Background: an optimization exercise with open tools, aiming at small area. Do not read the settings as production practice. The RTL was checked by simulation tests, not by an equivalence proof against the original design. Power is estimated from default activity; no workload was simulated.

### design/flow/run.sh
#!/bin/bash
# synth_recipe.tcl (not shown) runs the flow's synth.tcl, then flattens the netlist and writes it again
# the make line also repeats each setting of config.mk as NAME=value (left out here)
make -C /OpenROAD-flow-scripts/flow DESIGN_CONFIG=/design/flow/config.mk WORK_HOME=/design/flow/orfs CLKGATE_MAP_FILE= SYNTH_SCRIPT=/design/flow/synth_recipe.tcl finish
### design/flow/design.v
module bitbasher #(
    parameter NUM_BITS           = 8,
    parameter MASK_W             = 32,
    parameter UDELAY_RESET       = 5,
    parameter CLK_PER_US         = 50,
    parameter BUF_BYTES          = 16,
    parameter I2C_SCL_ID         = 0,
    parameter I2C_SDA_ID         = 1,
    parameter MDC_ID             = 0,
    parameter MDIO_ID            = 1,
    parameter MDIO_PREAMBLE_BITS = 0
) (
    input  wire              clk,
    input  wire              rst,
    input  wire [6:0]        addr,
    input  wire              wr,
    input  wire              rd,
    input  wire [31:0]       wdata,
    output reg  [31:0]       rdata,
    output wire              pin_wr,
    output wire [7:0]        pin_wr_id,
    output wire [MASK_W-1:0] pin_wr_mask,
    output wire              pin_rd,
    output wire [7:0]        pin_rd_id,
    input  wire              pin_rd_level
);
    localparam [3:0] OP_WRITE_BIT  = 4'h1;
    localparam [3:0] OP_READ_BIT   = 4'h2;
    localparam [3:0] OP_WRITE_BITS = 4'h3;
    localparam [3:0] OP_READ_BITS  = 4'h4;
    localparam [3:0] OP_I2C_WRITE  = 4'h5;
    localparam [3:0] OP_I2C_READ   = 4'h6;
    localparam [3:0] OP_MDIO_READ  = 4'h7;
    localparam [3:0] OP_MDIO_WRITE = 4'h8;
    localparam [1:0] RES_OK          = 2'd0;
    localparam [1:0] RES_NOT_PRESENT = 2'd1;
    localparam [1:0] RES_NOT_ACK     = 2'd2;
    localparam [1:0] RES_BAD_COMMAND = 2'd3;
    localparam [3:0] S_IDLE        = 4'd0;
    localparam [3:0] S_CORE_WR     = 4'd1;    
    localparam [3:0] S_CORE_RD     = 4'd2;    
    localparam [3:0] S_I2C_START   = 4'd3;
    localparam [3:0] S_I2C_TX      = 4'd4;    
    localparam [3:0] S_I2C_ACK     = 4'd5;    
    localparam [3:0] S_I2C_RESTART = 4'd6;
    localparam [3:0] S_I2C_RX      = 4'd7;    
    localparam [3:0] S_I2C_MACK    = 4'd8;    
    localparam [3:0] S_I2C_STOP    = 4'd9;
    localparam [3:0] S_MD_TX       = 4'd10;   
    localparam [3:0] S_MD_RX       = 4'd11;   
    localparam [3:0] S_MD_REL      = 4'd12;   
    localparam [3:0] S_COMMIT      = 4'd13;
    localparam [1:0] PH_ADDR  = 2'd0;
    localparam [1:0] PH_REG   = 2'd1;
    localparam [1:0] PH_DATA  = 2'd2;
    localparam [1:0] PH_RADDR = 2'd3;
    localparam SETTLE_MAX = 65535 * CLK_PER_US;
    localparam SETTLE_W   = $clog2(SETTLE_MAX + 1);
    localparam [7:0] SCL  = I2C_SCL_ID;
    localparam [7:0] SDA  = I2C_SDA_ID;
    localparam [7:0] MDC  = MDC_ID;
    localparam [7:0] MDIO = MDIO_ID;
    reg  [31:0]            cmd_reg;
    reg                    busy;
    reg  [1:0]             result;
    reg                    advisory;
    reg                    wdrop;
    reg  [15:0]            udelay;
    reg  [31:0]            arg_reg;
    reg  [31:0]            rdata_reg;
    reg  [8*BUF_BYTES-1:0] buf_reg;
    reg  [31:0]            cur;         
    reg  [SETTLE_W-1:0]    settle;      
    reg  [3:0]             state;
    reg  [1:0]             step;        
    reg  [6:0]             bitcnt;      
    reg  [4:0]             bytecnt;     
    reg  [1:0]             phase;       
    reg                    ack_q;       
    reg  [7:0]             txb;         
    reg  [7:0]             rxb;         
    reg  [31:0]            frame;       
    reg  [5:0]             md_nbits;    
    reg  [1:0]             res_q;       
    reg  [31:0]            rstage;      
    reg  [8*BUF_BYTES-1:0] bstage;      
    wire [3:0] w_op    = wdata[3:0];
    wire [7:0] w_id    = wdata[15:8];
    wire [5:0] w_count = wdata[21:16];
    wire [7:0] w_len   = wdata[31:24];
    reg w_legal;
    always @* begin
        w_legal = 1'b0;
        if (wdata[7:4] == 4'd0) begin
            case (w_op)
                OP_WRITE_BIT:
                    w_legal = (wdata[31:17] == 15'd0) && (w_id < NUM_BITS);
                OP_READ_BIT:
                    w_legal = (wdata[31:16] == 16'd0) && (w_id < NUM_BITS);
                OP_WRITE_BITS, OP_READ_BITS:
                    w_legal = (wdata[31:22] == 10'd0) && (w_count <= 6'd32) &&
                              (w_id < NUM_BITS) &&
                              ({1'b0, w_id} + {3'b0, w_count} <= NUM_BITS);
                OP_I2C_WRITE, OP_I2C_READ:
                    w_legal = (wdata[15] == 1'b0) && (w_len <= BUF_BYTES);
                OP_MDIO_READ, OP_MDIO_WRITE:
                    w_legal = (wdata[31:21] == 11'd0) && (wdata[15:13] == 3'd0);
                default:
                    w_legal = 1'b0;
            endcase
        end
    end
    wire [3:0] c_op    = cur[3:0];
    wire [7:0] c_id    = cur[15:8];
    wire [5:0] c_count = cur[21:16];
    wire [6:0] c_dev   = cur[14:8];
    wire [7:0] c_reg   = cur[23:16];
    wire [7:0] c_len   = cur[31:24];
    wire       c_multi = (c_op == OP_WRITE_BITS) || (c_op == OP_READ_BITS);
    wire [5:0] c_n     = c_multi ? c_count : 6'd1;
    reg       ev_valid;
    reg       ev_write;
    reg [7:0] ev_id;
    reg       ev_lvl;
    always @* begin
        ev_valid = 1'b1;
        ev_write = 1'b1;
        ev_id    = 8'd0;
        ev_lvl   = 1'b1;
        case (state)
            S_CORE_WR: begin
                ev_id  = c_id + {2'b0, bitcnt[5:0]};
                ev_lvl = c_multi ? arg_reg[bitcnt[4:0]] : cur[16];
            end
            S_CORE_RD: begin
                ev_write = 1'b0;
                ev_id    = c_id + {2'b0, bitcnt[5:0]};
            end
            S_I2C_START: begin
                ev_id  = (step == 2'd0) ? SDA : SCL;
                ev_lvl = 1'b0;
            end
            S_I2C_TX, S_I2C_MACK: begin
                case (step)
                    2'd0:    begin ev_id = SDA; ev_lvl = (state == S_I2C_TX) ? txb[7] :
                                                       (bytecnt == c_len[4:0] - 5'd1); end
                    2'd1:    begin ev_id = SCL; ev_lvl = 1'b1; end
                    default: begin ev_id = SCL; ev_lvl = 1'b0; end
                endcase
            end
            S_I2C_ACK, S_I2C_RX: begin
                case (step)
                    2'd0:    begin ev_id = SDA; ev_lvl = 1'b1; end
                    2'd1:    begin ev_id = SCL; ev_lvl = 1'b1; end
                    2'd2:    begin ev_id = SDA; ev_write = 1'b0; end
                    default: begin ev_id = SCL; ev_lvl = 1'b0; end
                endcase
            end
            S_I2C_RESTART: begin
                ev_id  = step[0] ? SCL : SDA;
                ev_lvl = ~step[1];
            end
            S_I2C_STOP: begin
                case (step)
                    2'd0:    begin ev_id = SDA; ev_lvl = 1'b0; end
                    2'd1:    begin ev_id = SCL; ev_lvl = 1'b1; end
                    default: begin ev_id = SDA; ev_lvl = 1'b1; end
                endcase
            end
            S_MD_TX: begin
                case (step)
                    2'd0:    begin ev_id = MDIO;
                                   ev_lvl = (bitcnt < MDIO_PREAMBLE_BITS) ? 1'b1 : frame[31]; end
                    2'd1:    begin ev_id = MDC; ev_lvl = 1'b1; end
                    default: begin ev_id = MDC; ev_lvl = 1'b0; end
                endcase
            end
            S_MD_RX: begin
                case (step)
                    2'd0:    begin ev_id = MDC; ev_lvl = 1'b1; end
                    2'd1:    begin ev_id = MDIO; ev_write = 1'b0; end
                    default: begin ev_id = MDC; ev_lvl = 1'b0; end
                endcase
            end
            S_MD_REL: begin
                ev_id  = MDIO;
                ev_lvl = 1'b1;
            end
            default: ev_valid = 1'b0;    
        endcase
    end
    wire gate_open = busy && (settle == {SETTLE_W{1'b0}});
    wire fire      = !rst && gate_open && ev_valid;
    wire commit    = gate_open && (state == S_COMMIT);
    assign pin_wr      = fire && ev_write;
    assign pin_wr_id   = ev_id;
    assign pin_wr_mask = {MASK_W{ev_lvl}};
    assign pin_rd      = fire && !ev_write;
    assign pin_rd_id   = ev_id;
    wire [4:0] waddr   = addr[6:2];
    wire       buf_hit = (addr >= 7'h40) && (addr < 7'h40 + BUF_BYTES);
    wire [3:0] buf_word = addr[5:2];
    reg [31:0] read_value;
    integer k;
    always @* begin
        read_value = 32'd0;
        if (buf_hit) begin
            for (k = 0; k < BUF_BYTES / 4; k = k + 1)
                if (buf_word == k)
                    read_value = buf_reg[32*k +: 32];
        end else begin
            case (waddr)
                5'd0: read_value = cmd_reg;
                5'd1: read_value = {27'd0, wdrop, advisory, result, busy};
                5'd2: read_value = {16'd0, udelay};
                5'd3: read_value = arg_reg;
                5'd4: read_value = rdata_reg;
                default: read_value = 32'd0;
            endcase
        end
    end
    always @(posedge clk) begin
        if (rst)
            rdata <= 32'd0;
        else if (rd)
            rdata <= read_value;
    end
    integer j;
    always @(posedge clk) begin
        if (rst) begin
            cmd_reg   <= 32'd0;
            busy      <= 1'b0;
            result    <= RES_OK;
            advisory  <= 1'b0;
            wdrop     <= 1'b0;
            udelay    <= UDELAY_RESET;
            arg_reg   <= 32'd0;
            rdata_reg <= 32'd0;
            buf_reg   <= {8*BUF_BYTES{1'b0}};
            cur       <= 32'd0;
            settle    <= {SETTLE_W{1'b0}};
            state     <= S_IDLE;
            step      <= 2'd0;
            bitcnt    <= 7'd0;
            bytecnt   <= 5'd0;
            phase     <= PH_ADDR;
            ack_q     <= 1'b0;
            txb       <= 8'd0;
            rxb       <= 8'd0;
            frame     <= 32'd0;
            md_nbits  <= 6'd0;
            res_q     <= RES_OK;
            rstage    <= 32'd0;
            bstage    <= {8*BUF_BYTES{1'b0}};
        end else begin
            if (fire && ev_write)
                settle <= udelay * CLK_PER_US;
            else if (settle != {SETTLE_W{1'b0}})
                settle <= settle - 1'b1;
            if (wr) begin
                if (busy) begin
                    wdrop <= 1'b1;
                end else if (buf_hit) begin
                    for (k = 0; k < BUF_BYTES / 4; k = k + 1)
                        if (buf_word == k)
                            buf_reg[32*k +: 32] <= wdata;
                end else begin
                    case (waddr)
                        5'd0: begin
                            cmd_reg <= wdata;
                            if (!w_legal) begin
                                result   <= RES_BAD_COMMAND;
                                advisory <= 1'b0;
                            end else begin
                                busy    <= 1'b1;
                                cur     <= wdata;
                                step    <= 2'd0;
                                bitcnt  <= 7'd0;
                                bytecnt <= 5'd0;
                                phase   <= PH_ADDR;
                                res_q   <= RES_OK;
                                case (w_op)
                                    OP_WRITE_BIT:  state <= S_CORE_WR;
                                    OP_READ_BIT:   state <= S_CORE_RD;
                                    OP_WRITE_BITS: state <= (w_count == 6'd0) ? S_COMMIT : S_CORE_WR;
                                    OP_READ_BITS:  state <= (w_count == 6'd0) ? S_COMMIT : S_CORE_RD;
                                    OP_I2C_WRITE, OP_I2C_READ: state <= S_I2C_START;
                                    default: begin
                                        state <= S_MD_TX;
                                        if (w_op == OP_MDIO_READ) begin
                                            frame    <= {2'b01, 2'b10, wdata[12:8], wdata[20:16], 2'b11, 16'd0};
                                            md_nbits <= 6'd16;
                                        end else begin
                                            frame    <= {2'b01, 2'b01, wdata[12:8], wdata[20:16], 2'b10, arg_reg[15:0]};
                                            md_nbits <= 6'd32;
                                        end
                                    end
                                endcase
                            end
                        end
                        5'd1: if (wdata[4]) wdrop <= 1'b0;
                        5'd2: udelay  <= wdata[15:0];
                        5'd3: arg_reg <= wdata;
                        default: ;
                    endcase
                end
            end
            if (fire) begin
                case (state)
                    S_CORE_WR, S_CORE_RD: begin
                        if (state == S_CORE_RD)
                            rstage[bitcnt[4:0]] <= pin_rd_level;
                        if (bitcnt[5:0] + 6'd1 == c_n)
                            state <= S_COMMIT;
                        bitcnt <= bitcnt + 7'd1;
                    end
                    S_I2C_START: begin
                        if (step == 2'd1) begin
                            state  <= S_I2C_TX;
                            step   <= 2'd0;
                            bitcnt <= 7'd0;
                            txb    <= {c_dev, 1'b0};
                            phase  <= PH_ADDR;
                        end else begin
                            step <= step + 2'd1;
                        end
                    end
                    S_I2C_TX: begin
                        if (step == 2'd2) begin
                            step <= 2'd0;
                            txb  <= {txb[6:0], 1'b0};
                            if (bitcnt == 7'd7) begin
                                state  <= S_I2C_ACK;
                                bitcnt <= 7'd0;
                            end else begin
                                bitcnt <= bitcnt + 7'd1;
                            end
                        end else begin
                            step <= step + 2'd1;
                        end
                    end
                    S_I2C_ACK: begin
                        if (step == 2'd2)
                            ack_q <= pin_rd_level;
                        if (step != 2'd3) begin
                            step <= step + 2'd1;
                        end else begin
                            step   <= 2'd0;
                            bitcnt <= 7'd0;
                            if (ack_q) begin
                                res_q <= (phase == PH_ADDR || phase == PH_RADDR) ?
                                         RES_NOT_PRESENT : RES_NOT_ACK;
                                state <= S_I2C_STOP;
                            end else begin
                                case (phase)
                                    PH_ADDR: begin
                                        state <= S_I2C_TX;
                                        txb   <= c_reg;
                                        phase <= PH_REG;
                                    end
                                    PH_REG: begin
                                        if (c_len == 8'd0) begin
                                            state <= S_I2C_STOP;
                                        end else if (c_op == OP_I2C_WRITE) begin
                                            state   <= S_I2C_TX;
                                            txb     <= buf_reg[7:0];
                                            phase   <= PH_DATA;
                                            bytecnt <= 5'd0;
                                        end else begin
                                            state <= S_I2C_RESTART;
                                        end
                                    end
                                    PH_DATA: begin
                                        if ({3'b0, bytecnt} + 8'd1 == c_len) begin
                                            state <= S_I2C_STOP;
                                        end else begin
                                            state   <= S_I2C_TX;
                                            bytecnt <= bytecnt + 5'd1;
                                            txb     <= buf_reg[8*(bytecnt + 5'd1) +: 8];
                                        end
                                    end
                                    default: begin   
                                        state   <= S_I2C_RX;
                                        bytecnt <= 5'd0;
                                    end
                                endcase
                            end
                        end
                    end
                    S_I2C_RESTART: begin
                        if (step == 2'd3) begin
                            state  <= S_I2C_TX;
                            step   <= 2'd0;
                            bitcnt <= 7'd0;
                            txb    <= {c_dev, 1'b1};
                            phase  <= PH_RADDR;
                        end else begin
                            step <= step + 2'd1;
                        end
                    end
                    S_I2C_RX: begin
                        case (step)
                            2'd0: step <= 2'd1;
                            2'd1: step <= 2'd2;
                            2'd2: begin
                                rxb  <= {rxb[6:0], pin_rd_level};
                                step <= 2'd3;
                            end
                            default: begin
                                if (bitcnt == 7'd7) begin
                                    for (j = 0; j < BUF_BYTES; j = j + 1)
                                        if (bytecnt == j)
                                            bstage[8*j +: 8] <= rxb;
                                    state  <= S_I2C_MACK;
                                    step   <= 2'd0;
                                    bitcnt <= 7'd0;
                                end else begin
                                    step   <= 2'd1;
                                    bitcnt <= bitcnt + 7'd1;
                                end
                            end
                        endcase
                    end
                    S_I2C_MACK: begin
                        if (step == 2'd2) begin
                            step <= 2'd0;
                            if ({3'b0, bytecnt} + 8'd1 == c_len) begin
                                state <= S_I2C_STOP;
                            end else begin
                                state   <= S_I2C_RX;
                                bytecnt <= bytecnt + 5'd1;
                            end
                        end else begin
                            step <= step + 2'd1;
                        end
                    end
                    S_I2C_STOP: begin
                        if (step == 2'd2) begin
                            state <= S_COMMIT;
                            step  <= 2'd0;
                        end else begin
                            step <= step + 2'd1;
                        end
                    end
                    S_MD_TX: begin
                        if (step == 2'd2) begin
                            step <= 2'd0;
                            if (bitcnt >= MDIO_PREAMBLE_BITS)
                                frame <= {frame[30:0], 1'b0};
                            if (bitcnt + 7'd1 == MDIO_PREAMBLE_BITS + md_nbits) begin
                                state  <= (c_op == OP_MDIO_READ) ? S_MD_RX : S_MD_REL;
                                bitcnt <= 7'd0;
                            end else begin
                                bitcnt <= bitcnt + 7'd1;
                            end
                        end else begin
                            step <= step + 2'd1;
                        end
                    end
                    S_MD_RX: begin
                        case (step)
                            2'd0: step <= 2'd1;
                            2'd1: begin
                                rstage <= {rstage[30:0], pin_rd_level};
                                step   <= 2'd2;
                            end
                            default: begin
                                step <= 2'd0;
                                if (bitcnt == 7'd15) begin
                                    state  <= S_MD_REL;
                                    bitcnt <= 7'd0;
                                end else begin
                                    bitcnt <= bitcnt + 7'd1;
                                end
                            end
                        endcase
                    end
                    S_MD_REL: state <= S_COMMIT;
                    default: ;
                endcase
            end
            if (commit) begin
                result   <= res_q;
                advisory <= (c_op == OP_MDIO_READ) && (rstage[15:0] == 16'hFFFF);
                if (c_op == OP_READ_BIT || c_op == OP_READ_BITS || c_op == OP_MDIO_READ)
                    rdata_reg <= rstage;
                if (c_op == OP_I2C_READ && res_q == RES_OK)
                    for (j = 0; j < BUF_BYTES; j = j + 1)
                        if (j < c_len)
                            buf_reg[8*j +: 8] <= bstage[8*j +: 8];
                rstage <= 32'd0;
                bstage <= {8*BUF_BYTES{1'b0}};
                state  <= S_IDLE;
                step   <= 2'd0;
                bitcnt <= 7'd0;
                busy   <= 1'b0;
            end
        end
    end
endmodule
### design/flow/constraint.sdc
create_clock -name core_clock -period 20.0 [get_ports {clk}]
set_input_delay 4.0000 -clock core_clock [delete_from_list [all_inputs] [get_ports {clk}]]
set_output_delay 4.0000 -clock core_clock [all_outputs]
set_load 0.01 [all_outputs]
### design/flow/config.mk
export PLATFORM = sky130hd
export DESIGN_NAME = bitbasher
export DESIGN_NICKNAME = bitbasher
export VERILOG_FILES = /design/flow/design.v
export SDC_FILE = /design/flow/constraint.sdc
export NUM_CORES = 4
export LEC_CHECK = 0
export CAP_MARGIN = 20
export CORE_MARGIN = 2
export CORE_UTILIZATION = 40
export SLEW_MARGIN = 20
==> impl.org <==
** Status
- Status :: timing/DRC/antenna clean

** Timing
- The number of max-slew violations in the final report came to 0.
- The tightest hold path in the finished design has a slack of between 400 and 500 ps.
- Setup violations remaining at the end of the flow were counted as 0.
- Highest Clock Rate :: 100.4 MHz
- Minimum period implied by the final worst setup slack :: ~10000 ps
- Of the available clock period, the critical path in the final layout requires 49.82%.
- Fin Clk Skew :: between 40 and 50 ps
- Summed over all failing endpoints, the final setup total negative slack is 0 ps.
- For the pin with the worst max-slew slack, the measured transition is between 1000 and 1500 ps.
- Relative slew margins :: a little over a fifth
- The final number of hold-violating endpoints was 0.
- Setup repair after global routing missed its margin :: false
- Worst path setup slack after routing :: roughly 10000 ps

** Logic synthesis
- The synthesized netlist occupies a cell area of between 30000 and 40000 sq um.
- Number of storage elements in the synthesis netlist :: between 500 and 600
- Dividing the synthesized area by the synthesized cell count gives 8.227 sq um.
- By area the synthesized netlist is led by sky130_fd_sc_hd__dfxtp_1, sky130_fd_sc_hd__mux2i_1, sky130_fd_sc_hd__nor2_1, sky130_fd_sc_hd__nand2_1, sky130_fd_sc_hd__a21oi_1.
- In the synthesized netlist the dominant register cell turns out to be sky130_fd_sc_hd__dfxtp_1.
- The share of the Yosys chip area taken by registers is ~37%.
- Commonest cells post-synth :: sky130_fd_sc_hd__nor2_1, sky130_fd_sc_hd__dfxtp_1, sky130_fd_sc_hd__nand2_1
- In this run the biggest area consumer among cell types represents a little over a third of the synthesized area.
- Most frequent cell after synthesis :: sky130_fd_sc_hd__nor2_1
- The number of different library cells used by synthesis comes to 88.
- Number of enable flip-flop cells after synthesis :: 0
- Counting every instance in the synthesized netlist gives around 3700.
- For this run, the number of Yosys warnings is 1.
- Number of nets produced by synthesis :: 3876
- For this run, asynchronously set or reset flops after synthesis account for 0%.
- Library cell with the largest summed area after synthesis :: sky130_fd_sc_hd__dfxtp_1

** Drt
- Iteration count of the initial detailed-routing pass :: 6
- In this run, the number of DRC markers left after iteration 0 of detailed routing was a little over 3000.
- Wire length reported by the detailed router :: approximately 110000 um
- Remaining antenna violation count :: 0
- Final routed wire length divided by cell count :: 23.30 um
- Overall via count from detail_route :: around 28000
- For this run, design rule violations remaining after detail routing come to 0.
- Detail-routed via count per cell :: ~6

** Layout
- Of the cells placed in the final design, the portion with a size suffix greater than 1 is 7.588%.
- Final core utilization :: 45.63%
- Area growth from synthesis to layout :: 12.91%
- The finished layout holds 4734 standard cells, fillers aside.
- Summing all non-filler instances in the final layout gives an area of 34660 sq um.
- # nets final :: 3799

** Floorplan
- Number of primary I/O pins :: roughly 130
- Initial cell density of the core :: 40.41%
- Measured along the y axis, the die boundary spans ~280 um.
- After floorplanning, the core was sized to cover roughly 76000 sq um.
- Die Area :: slightly below 80000 sq um
- The floorplan step set the die width to between 200 and 300 um.
- Row cnt :: approximately 100

** Placement
- Placed cell area :: 32390 sq um
- Setup WS pre-CTS :: roughly 10000 ps
- Number of placed instances with taps included :: roughly 4600
- Port buffering added approximately 120 buffers.
- Gp weighted congestion :: 0.9603
- Estimated wirelength of the detail-placed design :: 74930 um

** Hold path
- The worst hold path begins at cur[22].
- Class of the tightest hold or removal check :: flip-flop to flip-flop

** Power and ir drop
- Power per unit of standard cell area :: about 76 nW/um^2
- Across the VDD grid, the largest voltage drop is 63.82 uV.
- Power, Total :: roughly 2.6 mW
- Summed over all cells, the static leakage comes to ~14 nW.

** Worst setup path
- Reg2reg start :: settle[0]
- Category of the worst setup path launch point :: input port
- Largest stage delay on the critical path :: around 590 ps
- Required time at the endpoint of the critical path :: approximately 16000 ps
- Worst Path Arrival :: 5960 ps
- Critical-path top delay cell :: sky130_fd_sc_hd__or3_1
- Worst setup path startpoint :: rst
- STA classifies the critical path endpoint as a primary output.
- Cells along the critical path :: buf_8, nand2b_1, or3_1, nor2_1, clkdlybuf4s50_1
- The setup path with the least slack is of type input port to primary output.
- Of all nets on the critical path, the largest fanout is 86.

** Global routing
- The via count of the first global-routing pass is 25230.
- Initial antenna violation count :: 2
- Global-route wire length before repair :: roughly 160000 um
- Entering global routing, the biggest net connects 95 pins.
- Total congestion overflow :: 0
- Global-route total usage across every layer :: 27.33%

** Clock network
- CTS tree :: done
- At the later pin of the worst-skew pair, clock insertion delay measures 630 ps.
- Count of clock tree sinks :: 560
- Cells resized by post-CTS repair :: 0
- CTS placed an instance of sky130_fd_sc_hd__clkbuf_16 at the clock tree root.
- Clock Path Buffers :: 3
- For this design, the CTS-stage hold fixing added 0 buffers.
- Buffers added to address setup during post-CTS repair amount to 0.
- H-tree lvl count :: 3
- Clock-pin slew was measured on the worst setup and hold paths at 60 ps.
- Number of buffers created by CTS :: 66

** Job
- Max-Cap Viols :: 0
logic make-up after synthesis:
logic type,Yosys count,synth area share (%)
compound gates,835,18.02
xor+xnor,58,1.655
fa+ha+maj,101,4.435
buf+inv,442,5.976
flops,560,36.52
mux,381,14.14
simple gates,1354,19.26
worst max-delay path: cells and delay by family:
kind	cells	cell delay, ps
buf+inv	2	780
simple gates	3	1120
per-layer routing:
metal	vias up	global-route usage, %	wire length (um)	share of wire, %
li1	13010	-	-	-
met1	13260	36.69	47700	43
met2	1166	42.34	48340	44
met3	272	3.974	7935	7.2
met4	2	14.58	6316	5.7
met5	-	0	12	0.011
worst paths after layout:
kind	end	slack [ps]	depth (start not counted)
hold / removal	cur[22]	450	2
hold reg to reg	cur[22]	450	2
setup / recovery	pin_rd	10040	5
setup reg to reg	buf_reg[116]	14900	11
cell usage in the layout, fill, tap and decap left out, types with 16 or more instances in the layout:
cell	instances
sky130_fd_sc_hd__xnor2_1	33
sky130_fd_sc_hd__a311oi_1	19
sky130_fd_sc_hd__xor2_1	25
sky130_fd_sc_hd__a21oi_1	301
sky130_fd_sc_hd__clkbuf_8	16
sky130_fd_sc_hd__mux2i_1	339
sky130_fd_sc_hd__or3_1	18
sky130_fd_sc_hd__nand2_1	446
sky130_fd_sc_hd__a221oi_1	29
sky130_fd_sc_hd__clkdlybuf4s50_1	120
sky130_fd_sc_hd__dfxtp_1	558
sky130_fd_sc_hd__clkbuf_16	69
sky130_fd_sc_hd__inv_1	98
sky130_fd_sc_hd__a221o_1	18
sky130_fd_sc_hd__ha_1	88
sky130_fd_sc_hd__o21ai_0	77
sky130_fd_sc_hd__nor2_1	567
sky130_fd_sc_hd__nand3_1	68
sky130_fd_sc_hd__a211oi_1	146
sky130_fd_sc_hd__nor3_1	79
sky130_fd_sc_hd__mux4_2	42
sky130_fd_sc_hd__a22oi_1	70
sky130_fd_sc_hd__nor2b_1	28
sky130_fd_sc_hd__a31oi_1	20
sky130_fd_sc_hd__o211ai_1	32
sky130_fd_sc_hd__buf_4	75
sky130_fd_sc_hd__nand3b_1	17
cell type report:
cell class,instances,area [sq um]
fill,7544,41290
inverter,98,367.9
multi-input combinational,2729,17750
clock buffer,96,1988
clock inverter,21,235.2
antenna,1,2.502
tap,1030,1289
sequential,560,11210
timing repair buffer,199,1809
report_power, final:
part           switching (mW)  leakage (nW)  internal, mW
clock                   0.511          1.09         0.734
sequential             0.0192          4.52          1.14
combinational           0.140          8.28        0.0878

port drivers added, routing unchanged:
In the flow no input, the clock included, has a driving cell. The finished layout below was timed again as built, in two steps.
Step 1: set_driving_cell puts a clkbuf_16 on clk and a buf_2 on each other input, an assumption about the parent block.
Step 2 also shifts input and output timing later by t, the mid clock arrival at the registers, as if the neighbouring blocks saw the same clock.
Three values: ideal ports, drivers, drivers and shift; two values: the first two.
shift t [ns]: 0.681
setup slack, ns: 10.037 / 9.999 / 9.999
worst setup path at the end: input to output
After both steps this run still meets setup and hold. The setup slack of this run moves by -0.038 ns with the drivers and by -0.038 ns with both steps.
